Source: an optimization exercise on an open RTL-to-GDS flow (aim: small area). Production flows keep margins and buffers that such runs may drop. The RTL was checked by simulation tests, not by an equivalence proof against the original design. Power is estimated from default activity; no workload was simulated.

==> inputs of run a <==
==> flow/design.v (excerpt) <==
module pjon_rx (
    input  wire        clk,
    input  wire        rst_n,           
    input  wire        cmd_valid,
    input  wire [31:0] cmd,
    input  wire [2:0]  ev_clr,
    input  wire        cfg_shared,
    input  wire        cfg_simplex,
    input  wire        cfg_router,
    input  wire [7:0]  device_id,
    input  wire [31:0] bus_id,
    input  wire [2:0]  irq_en,
    output reg  [2:0]  result_code,
    output reg         ev_deliver,
    output reg         ev_resp_valid,
    output reg         ev_overrun,
    output wire        rx_active,
    output wire        irq,
    output wire [31:0] result,
    output wire [7:0]  resp,
    output reg  [7:0]  meta_rx_id,
    output reg  [7:0]  meta_tx_id,
    output reg  [31:0] meta_rx_bus,
    output reg  [31:0] meta_tx_bus,
    output reg  [15:0] meta_header,
    output wire [15:0] rx_length,
    output wire [15:0] rx_count,
    output wire [15:0] rx_payoff,
    output wire [15:0] rx_paylen,
    output reg  [7:0]  crc8_acc,
    output wire [31:0] crc32_acc
);
clock: 12.0 ns
lec_check: 0
cap_margin: 20
core_margin: 2
core_utilization: 40
slew_margin: 20
standard.sh (not shown) runs the stock make flow with config.mk's settings and CLKGATE_MAP_FILE= SYNTH_SCRIPT=/design/flow/synth_recipe.tcl, a recipe that flattens the netlist after the stock synthesis.
==> flow/flow/run.sh <==
#!/bin/bash
# Own layout flow: the standard ORFS flow (standard.sh) with three changes
#  - synthesis maps logic with an area-oriented ABC script (flow/abc_map.script)
#    instead of ORFS's delay-oriented one, and leaves adders to ABC instead of
#    mapping them to half/full adder cells first; the rest of synthesis, and
#    so the registers, are unchanged;
#  - ports are buffered with buf_1 instead of the default buffer pick;
#  - the clock tree uses small clock buffers in sink clusters of up to 10,
#    without dummy loads.
# Each tool's output goes to a log file in this folder.
set -euo pipefail
W=$(pwd)
rm -rf "$W/scripts_mod"
cp -r "$FLOW_HOME/scripts" "$W/scripts_mod"
cp "$W/flow/abc_map.script" "$W/scripts_mod/abc_speed.script"
CTS="-sink_clustering_enable -repair_clock_nets -dont_use_dummy_load -sink_clustering_size 10 -sink_clustering_max_diameter 40 -buf_list {sky130_fd_sc_hd__clkbuf_2 sky130_fd_sc_hd__clkbuf_4}"
bash standard.sh \
  SCRIPTS_DIR="$W/scripts_mod" \
  ADDER_MAP_FILE= \
  BUFFER_PORTS_ARGS="-buffer_cell sky130_fd_sc_hd__buf_1" \
  CTS_ARGS="$CTS" \
  finish > "$W/standard_flow.log" 2>&1
==> flow/flow/abc_map.script <==
strash
dc2
dch -f
map -a
mfs2
strash
dc2
dch -f
map -a
topo
==> run b: changes against run a <==
==> flow/flow/run.sh (replaced) <==
#!/bin/bash
# Own layout flow: the standard ORFS flow, with smaller port buffers
# (buf_1 instead of the default pick) and a clock tree built from small
# clock buffers in larger sink clusters, without dummy loads.
set -euo pipefail
W=$(pwd)
CTS="-sink_clustering_enable -repair_clock_nets -dont_use_dummy_load -sink_clustering_size 15 -sink_clustering_max_diameter 60 -buf_list {sky130_fd_sc_hd__clkbuf_2 sky130_fd_sc_hd__clkbuf_4 sky130_fd_sc_hd__clkbuf_8}"
bash standard.sh \
  BUFFER_PORTS_ARGS="-buffer_cell sky130_fd_sc_hd__buf_1" \
  CTS_ARGS="$CTS" \
  finish > "$W/standard_flow.log" 2>&1
removed: flow/flow/abc_map.script
==> run c: changes against run a <==
--- a/flow/design.v
+++ b/flow/design.v
@@ -95,29 +95,32 @@
     reg [31:0] crc_x;
     reg        crc_f;         
     reg        res_x;         
     reg [10:0] res_s;         
     reg        resp_ack, resp_nak;
     reg [10:0] len_q;         
     reg [9:0]  cnt_q;         
-    reg [3:0]  payoff_q;      
+    reg        dlv_q;         
     reg [9:0]  paylen_q;      
     reg [15:0] rx_hdr;        
     reg [7:0]  rx_byte0;      
     reg [31:0] rx_busbuf;     
     reg [31:0] rx_txbus;      
     reg [7:0]  rx_txid;       
     reg [31:0] rx_crc;        
     reg        rx_okf;        
     assign crc32_acc = crc_x | {32{crc_f}};
     assign result    = res_x ? ~crc_x : {21'd0, res_s};
     assign resp      = {3'b000, resp_nak, 1'b0, resp_ack | resp_nak, resp_ack, resp_nak};
     assign rx_length = {5'd0, len_q};
     assign rx_count  = {6'd0, cnt_q};
-    assign rx_payoff = {12'd0, payoff_q};
+    wire [3:0] mh_pay = 4'd3 + {3'd0, meta_header[7]} + {3'd0, meta_header[6]} +
+                        {1'b0, meta_header[0], 2'b00} +
+                        (meta_header[1] ? (meta_header[0] ? 4'd5 : 4'd1) : 4'd0);
+    assign rx_payoff = {12'd0, mh_pay & {4{dlv_q}}};
     assign rx_paylen = {6'd0, paylen_q};
     wire [7:0] opc  = cmd[7:0];
     wire [7:0] b    = cmd[15:8];
     wire       vld  = cmd_valid && (cmd[31:18] == 14'd0);
     wire is_nop    = vld && opc == 8'h00;
     wire is_init   = vld && opc == 8'h03;
     wire is_feed8  = vld && opc == 8'h04;
@@ -180,27 +183,29 @@
             default: cbyte = rx_crc[31:24];
         endcase
     end
     wire m  = (b == (cbyte ^ {8{h_c32}}));
     wire ok = m && rx_okf;
     wire bad_id  = first && !cfg_router && b != device_id && b != 8'hFF;
     wire bad_hdr = i1 && !cfg_router && (b[0] != cfg_shared);
-    wire [31:0] bus_nx;
-    assign bus_nx[31:24] = (is_byte && we_bus[0]) ? b : rx_busbuf[31:24];
-    assign bus_nx[23:16] = (is_byte && we_bus[1]) ? b : rx_busbuf[23:16];
-    assign bus_nx[15:8]  = (is_byte && we_bus[2]) ? b : rx_busbuf[15:8];
-    assign bus_nx[7:0]   = (is_byte && we_bus[3]) ? b : rx_busbuf[7:0];
-    wire [3:0] bus_eq = {bus_nx[31:24] == bus_id[31:24], bus_nx[23:16] == bus_id[23:16],
-                         bus_nx[15:8] == bus_id[15:8], bus_nx[7:0] == bus_id[7:0]};
-    wire bad_bus = !cfg_router && ((we_bus[0] && !bus_eq[3]) || (we_bus[1] && !bus_eq[2]) ||
-                                   (we_bus[2] && !bus_eq[1]) || (we_bus[3] && !bus_eq[0]));
+    wire [1:0] bus_k = j[1:0] - 2'd3;
+    reg  [7:0] bus_exp;
+    always @(*) begin
+        case (bus_k)
+            2'd0: bus_exp = bus_id[31:24];
+            2'd1: bus_exp = bus_id[23:16];
+            2'd2: bus_exp = bus_id[15:8];
+            default: bus_exp = bus_id[7:0];
+        endcase
+    end
+    wire bad_bus = !cfg_router && (we_bus != 4'd0) && (b != bus_exp);
     wire abort = bad_id || bad_hdr || bad_len || bad_bus;
     wire done  = !abort && complete;
     wire warranted = h_ackr && (rx_byte0 != 8'hFF) && !cfg_simplex && !cfg_router &&
-                     (!h_mode || bus_eq == 4'hF);
+                     (!h_mode || rx_busbuf == bus_id);
     wire rx_done = is_byte && done;
     wire raise_r = rx_done && warranted;
     wire raise_d = rx_done && ok;
     always @(posedge clk) begin
         if (!rst_n) begin
             result_code   <= R_NONE;
             ev_deliver    <= 1'b0;
@@ -213,15 +218,15 @@
             meta_rx_id    <= 8'd0;
             meta_tx_id    <= 8'd0;
             meta_rx_bus   <= 32'd0;
             meta_tx_bus   <= 32'd0;
             meta_header   <= 16'd0;
             len_q         <= 11'd0;
             cnt_q         <= 10'd0;
-            payoff_q      <= 4'd0;
+            dlv_q         <= 1'b0;
             paylen_q      <= 10'd0;
             crc8_acc      <= 8'd0;
             crc_f         <= 1'b1;
         end else begin
             ev_deliver    <= (ev_deliver & ~ev_clr[0]) | raise_d;
             ev_resp_valid <= (ev_resp_valid & ~ev_clr[1]) | raise_r;
             ev_overrun    <= (ev_overrun & ~ev_clr[2]) |
@@ -270,15 +275,15 @@
             end
             if (raise_d) begin
                 meta_rx_id  <= rx_byte0;
                 meta_header <= {h_eh ? rx_hdr[15:8] : 8'd0, rx_hdr[7:0]};
                 meta_rx_bus <= h_mode ? rx_busbuf : 32'd0;
                 meta_tx_bus <= (h_mode && h_si) ? rx_txbus : 32'd0;
                 meta_tx_id  <= h_si ? rx_txid : 8'd0;
-                payoff_q    <= pos_pay;
+                dlv_q       <= 1'b1;
                 paylen_q    <= len_q[9:0] - {5'd0, overhead};
             end
         end
     end
     always @(posedge clk) begin
         if (is_feed32)
             crc_x <= s32;
@@ -291,15 +296,18 @@
             end
             if (i1)
                 rx_hdr[7:0] <= b;
             if (i2 && h_eh)
                 rx_hdr[15:8] <= b;
             if (we_lenhi || we_txid)
                 rx_txid <= b;
-            rx_busbuf <= bus_nx;
+            if (we_bus[0]) rx_busbuf[31:24] <= b;
+            if (we_bus[1]) rx_busbuf[23:16] <= b;
+            if (we_bus[2]) rx_busbuf[15:8]  <= b;
+            if (we_bus[3]) rx_busbuf[7:0]   <= b;
             if (we_txb[0]) rx_txbus[31:24] <= b;
             if (we_txb[1]) rx_txbus[23:16] <= b;
             if (we_txb[2]) rx_txbus[15:8]  <= b;
             if (we_txb[3]) rx_txbus[7:0]   <= b;
             if (!chk32) begin
                 rx_crc[31:8] <= s32[31:8];
                 rx_crc[7:0]  <= use8 ? s8 : s32[7:0];
==> flow/flow/run.sh (replaced) <==
#!/bin/bash
# Own layout flow: the standard ORFS flow (standard.sh) with three changes
#  - synthesis maps logic with an area-oriented ABC script (flow/abc_map.script,
#    a 30 s &deepsyn pass, then area mapping with don't-care resynthesis)
#    instead of ORFS's delay-oriented one, and leaves adders to ABC instead of
#    mapping them to half/full adder cells first; the rest of synthesis, and
#    so the registers, are unchanged;
#  - ports are buffered with buf_1 instead of the default buffer pick;
#  - the clock tree uses small clock buffers in sink clusters of up to 10,
#    without dummy loads.
# Each tool's output goes to a log file in this folder.
set -euo pipefail
W=$(pwd)
rm -rf "$W/scripts_mod"
cp -r "$FLOW_HOME/scripts" "$W/scripts_mod"
cp "$W/flow/abc_map.script" "$W/scripts_mod/abc_speed.script"
CTS="-sink_clustering_enable -repair_clock_nets -dont_use_dummy_load -sink_clustering_size 10 -sink_clustering_max_diameter 40 -buf_list {sky130_fd_sc_hd__clkbuf_2 sky130_fd_sc_hd__clkbuf_4}"
bash standard.sh \
  SCRIPTS_DIR="$W/scripts_mod" \
  ADDER_MAP_FILE= \
  SKIP_REPAIR_TIE_FANOUT=1 \
  BUFFER_PORTS_ARGS="-buffer_cell sky130_fd_sc_hd__buf_1" \
  CTS_ARGS="$CTS" \
  finish > "$W/standard_flow.log" 2>&1
==> flow/flow/abc_map.script (replaced) <==
strash
dc2
&get -n
&deepsyn -T 30
&put
dch -f
map -a
mfs2
strash
dc2
dch -f
map -a
mfs2
strash
dc2
dch -f
map -a
topo
--- a/flow/config.mk
+++ b/flow/config.mk
@@ -4,8 +4,9 @@
 export VERILOG_FILES = /design/flow/design.v
 export SDC_FILE = /design/flow/constraint.sdc
 export NUM_CORES = 4
 export LEC_CHECK = 0
 export CAP_MARGIN = 20
 export CORE_MARGIN = 2
 export CORE_UTILIZATION = 40
+export GPL_TIMING_DRIVEN = 0
 export SLEW_MARGIN = 20
==> run d: changes against run a <==
--- a/flow/design.v
+++ b/flow/design.v
@@ -24,96 +24,64 @@
     output reg  [31:0] meta_tx_bus,
     output reg  [15:0] meta_header,
     output wire [15:0] rx_length,
     output wire [15:0] rx_count,
     output wire [15:0] rx_payoff,
     output wire [15:0] rx_paylen,
     output reg  [7:0]  crc8_acc,
-    output wire [31:0] crc32_acc
+    output reg  [31:0] crc32_acc
 );
     localparam [2:0] R_NONE    = 3'd0;
     localparam [2:0] R_ACK     = 3'd1;
     localparam [2:0] R_NAK     = 3'd2;
     localparam [2:0] R_FAIL    = 3'd3;
     localparam [2:0] R_BUSY    = 3'd4;
     localparam [2:0] R_ILLEGAL = 3'd6;
     function [7:0] crc8_step;
         input [7:0] acc;
         input [7:0] b;
-        reg [7:0] t;
+        integer k;
+        reg [7:0] a;
+        reg mix;
         begin
-            t = acc ^ b;
-            crc8_step[0] = t[2] ^ t[4] ^ t[5];
-            crc8_step[1] = t[0] ^ t[3] ^ t[5] ^ t[6];
-            crc8_step[2] = t[0] ^ t[1] ^ t[4] ^ t[6] ^ t[7];
-            crc8_step[3] = t[0] ^ t[1] ^ t[4] ^ t[7];
-            crc8_step[4] = t[0] ^ t[1] ^ t[4];
-            crc8_step[5] = t[1] ^ t[2] ^ t[5];
-            crc8_step[6] = t[0] ^ t[2] ^ t[3] ^ t[6];
-            crc8_step[7] = t[1] ^ t[3] ^ t[4] ^ t[7];
+            a = acc;
+            for (k = 0; k < 8; k = k + 1) begin
+                mix = a[0] ^ b[k];
+                a = a >> 1;
+                if (mix) a = a ^ 8'h8C;
+            end
+            crc8_step = a;
         end
     endfunction
     function [31:0] crc32_step;
         input [31:0] acc;
         input [7:0]  b;
-        reg [7:0] t;
+        integer k;
+        reg [31:0] a;
         begin
-            t = acc[7:0] ^ b;
-            crc32_step[0] = acc[8] ^ t[2];
-            crc32_step[1] = acc[9] ^ t[0] ^ t[3];
-            crc32_step[2] = acc[10] ^ t[0] ^ t[1] ^ t[4];
-            crc32_step[3] = acc[11] ^ t[1] ^ t[2] ^ t[5];
-            crc32_step[4] = acc[12] ^ t[0] ^ t[2] ^ t[3] ^ t[6];
-            crc32_step[5] = acc[13] ^ t[1] ^ t[3] ^ t[4] ^ t[7];
-            crc32_step[6] = acc[14] ^ t[4] ^ t[5];
-            crc32_step[7] = acc[15] ^ t[0] ^ t[5] ^ t[6];
-            crc32_step[8] = acc[16] ^ t[1] ^ t[6] ^ t[7];
-            crc32_step[9] = acc[17] ^ t[7];
-            crc32_step[10] = acc[18] ^ t[2];
-            crc32_step[11] = acc[19] ^ t[3];
-            crc32_step[12] = acc[20] ^ t[0] ^ t[4];
-            crc32_step[13] = acc[21] ^ t[0] ^ t[1] ^ t[5];
-            crc32_step[14] = acc[22] ^ t[1] ^ t[2] ^ t[6];
-            crc32_step[15] = acc[23] ^ t[2] ^ t[3] ^ t[7];
-            crc32_step[16] = acc[24] ^ t[0] ^ t[2] ^ t[3] ^ t[4];
-            crc32_step[17] = acc[25] ^ t[0] ^ t[1] ^ t[3] ^ t[4] ^ t[5];
-            crc32_step[18] = acc[26] ^ t[0] ^ t[1] ^ t[2] ^ t[4] ^ t[5] ^ t[6];
-            crc32_step[19] = acc[27] ^ t[1] ^ t[2] ^ t[3] ^ t[5] ^ t[6] ^ t[7];
-            crc32_step[20] = acc[28] ^ t[3] ^ t[4] ^ t[6] ^ t[7];
-            crc32_step[21] = acc[29] ^ t[2] ^ t[4] ^ t[5] ^ t[7];
-            crc32_step[22] = acc[30] ^ t[2] ^ t[3] ^ t[5] ^ t[6];
-            crc32_step[23] = acc[31] ^ t[3] ^ t[4] ^ t[6] ^ t[7];
-            crc32_step[24] = t[0] ^ t[2] ^ t[4] ^ t[5] ^ t[7];
-            crc32_step[25] = t[0] ^ t[1] ^ t[2] ^ t[3] ^ t[5] ^ t[6];
-            crc32_step[26] = t[0] ^ t[1] ^ t[2] ^ t[3] ^ t[4] ^ t[6] ^ t[7];
-            crc32_step[27] = t[1] ^ t[3] ^ t[4] ^ t[5] ^ t[7];
-            crc32_step[28] = t[0] ^ t[4] ^ t[5] ^ t[6];
-            crc32_step[29] = t[0] ^ t[1] ^ t[5] ^ t[6] ^ t[7];
-            crc32_step[30] = t[0] ^ t[1] ^ t[6] ^ t[7];
-            crc32_step[31] = t[1] ^ t[7];
+            a = acc ^ {24'd0, b};
+            for (k = 0; k < 8; k = k + 1)
+                a = (a >> 1) ^ (a[0] ? 32'hEDB88320 : 32'h00000000);
+            crc32_step = a;
         end
     endfunction
-    reg [31:0] crc_x;
-    reg        crc_f;         
-    reg        res_x;         
-    reg [10:0] res_s;         
+    reg [31:0] res_q;         
     reg        resp_ack, resp_nak;
     reg [10:0] len_q;         
     reg [9:0]  cnt_q;         
     reg [3:0]  payoff_q;      
     reg [9:0]  paylen_q;      
     reg [15:0] rx_hdr;        
     reg [7:0]  rx_byte0;      
     reg [31:0] rx_busbuf;     
     reg [31:0] rx_txbus;      
     reg [7:0]  rx_txid;       
     reg [31:0] rx_crc;        
     reg        rx_okf;        
-    assign crc32_acc = crc_x | {32{crc_f}};
-    assign result    = res_x ? ~crc_x : {21'd0, res_s};
+    assign result    = res_q;
     assign resp      = {3'b000, resp_nak, 1'b0, resp_ack | resp_nak, resp_ack, resp_nak};
     assign rx_length = {5'd0, len_q};
     assign rx_count  = {6'd0, cnt_q};
     assign rx_payoff = {12'd0, payoff_q};
     assign rx_paylen = {6'd0, paylen_q};
     wire [7:0] opc  = cmd[7:0];
     wire [7:0] b    = cmd[15:8];
@@ -202,29 +170,28 @@
     wire raise_d = rx_done && ok;
     always @(posedge clk) begin
         if (!rst_n) begin
             result_code   <= R_NONE;
             ev_deliver    <= 1'b0;
             ev_resp_valid <= 1'b0;
             ev_overrun    <= 1'b0;
-            res_x         <= 1'b0;
-            res_s         <= 11'd0;
+            res_q         <= 32'd0;
             resp_ack      <= 1'b0;
             resp_nak      <= 1'b0;
             meta_rx_id    <= 8'd0;
             meta_tx_id    <= 8'd0;
             meta_rx_bus   <= 32'd0;
             meta_tx_bus   <= 32'd0;
             meta_header   <= 16'd0;
             len_q         <= 11'd0;
             cnt_q         <= 10'd0;
             payoff_q      <= 4'd0;
             paylen_q      <= 10'd0;
             crc8_acc      <= 8'd0;
-            crc_f         <= 1'b1;
+            crc32_acc     <= 32'hFFFFFFFF;
         end else begin
             ev_deliver    <= (ev_deliver & ~ev_clr[0]) | raise_d;
             ev_resp_valid <= (ev_resp_valid & ~ev_clr[1]) | raise_r;
             ev_overrun    <= (ev_overrun & ~ev_clr[2]) |
                              (raise_d & ev_deliver & ~ev_clr[0]) |
                              (raise_r & ev_resp_valid & ~ev_clr[1]);
             if (cmd_valid) begin
@@ -241,24 +208,21 @@
                 else if (complete)
                     result_code <= ok ? R_ACK : R_NAK;
                 else
                     result_code <= R_NONE;
             end
             if (is_init) begin
                 crc8_acc  <= 8'h00;
-                crc_f     <= 1'b1;
+                crc32_acc <= 32'hFFFFFFFF;
             end
             if (is_feed8)  crc8_acc  <= s8;
-            if (is_feed32) crc_f     <= 1'b0;
-            if (is_feed32)
-                res_x <= 1'b1;
-            else if (is_feed8 || rx_done)
-                res_x <= 1'b0;
-            if (is_feed8)       res_s <= {3'd0, s8};
-            else if (rx_done)   res_s <= len_q;
+            if (is_feed32) crc32_acc <= s32;
+            if (is_feed8)       res_q <= {24'd0, s8};
+            else if (is_feed32) res_q <= ~s32;
+            else if (rx_done)   res_q <= {21'd0, len_q};
             if (is_fail || is_reset)
                 cnt_q <= 10'd0;
             if (is_byte) begin
                 cnt_q <= (abort || complete) ? 10'd0 : i + 10'd1;
                 if (first)
                     len_q <= 11'd0;
                 else if (at_len && !bad_len)
@@ -274,18 +238,14 @@
                 meta_rx_bus <= h_mode ? rx_busbuf : 32'd0;
                 meta_tx_bus <= (h_mode && h_si) ? rx_txbus : 32'd0;
                 meta_tx_id  <= h_si ? rx_txid : 8'd0;
                 payoff_q    <= pos_pay;
                 paylen_q    <= len_q[9:0] - {5'd0, overhead};
             end
         end
-    end
-    always @(posedge clk) begin
-        if (is_feed32)
-            crc_x <= s32;
     end
     always @(posedge clk) begin
         if (is_byte) begin
             if (first) begin
                 rx_byte0    <= b;
                 rx_hdr[7:0] <= s8;
             end
==> flow/run.sh (new file) <==
#!/bin/bash
# synth_recipe.tcl (not shown) runs the flow's synth.tcl, then flattens the netlist and writes it again
# the make line also repeats each setting of config.mk as NAME=value (left out here)
make -C /OpenROAD-flow-scripts/flow DESIGN_CONFIG=/design/flow/config.mk WORK_HOME=/design/flow/orfs CLKGATE_MAP_FILE= SYNTH_SCRIPT=/design/flow/synth_recipe.tcl finish
removed: flow/flow/run.sh
removed: flow/flow/abc_map.script
removed: flow/standard.sh
==> comparison <==
Against run d, the via count of run b is lower by about 7%. The lowest clock power belongs to run c, the highest to run d. In run d the area after synthesis is higher than in run c, by about 24%. The lowest synthesized cell count belongs to run c, the highest to run d. Of run d and run c, run c has the higher global-route usage (gap 2.7 points).

[re-timing with driven ports]
No port has a modelled driver above. Below, the same layouts with a new extraction and two added sets of constraints.
Step 1 sets driving cells, clkbuf_16 on the clock port and buf_2 on the other inputs (assumed; they add their load-dependent delay and slew).
Step 2 also shifts input and output timing later by t, the mid clock arrival at the registers, as if the neighbouring blocks saw the same clock.
Three values: no drivers, after step 1, after step 2; two values: the first two.
run | t (ns) | setup slack, ns | hold WS [ns] | slew at the worst register clock pin (ns)
run a | 0.744 | 3.283 / 3.311 / 2.568 | 0.464 / 0.464 / 0.464 | 0.12 / 0.12
run b | 0.665 | 5.059 / 5.059 / 4.426 | 0.449 / 0.449 / 0.449 | 0.10 / 0.10
run c | 0.781 | 4.127 / 4.127 / 3.574 | 0.444 / 0.444 / 0.444 | 0.11 / 0.11
run d | 0.609 | 5.428 / 5.428 / 4.910 | 0.445 / 0.445 / 0.445 | 0.07 / 0.07
After both steps every run listed still meets setup and hold. The setup slack of run a, which loses most, moves by +0.028 ns with the drivers and by -0.715 ns with both steps.
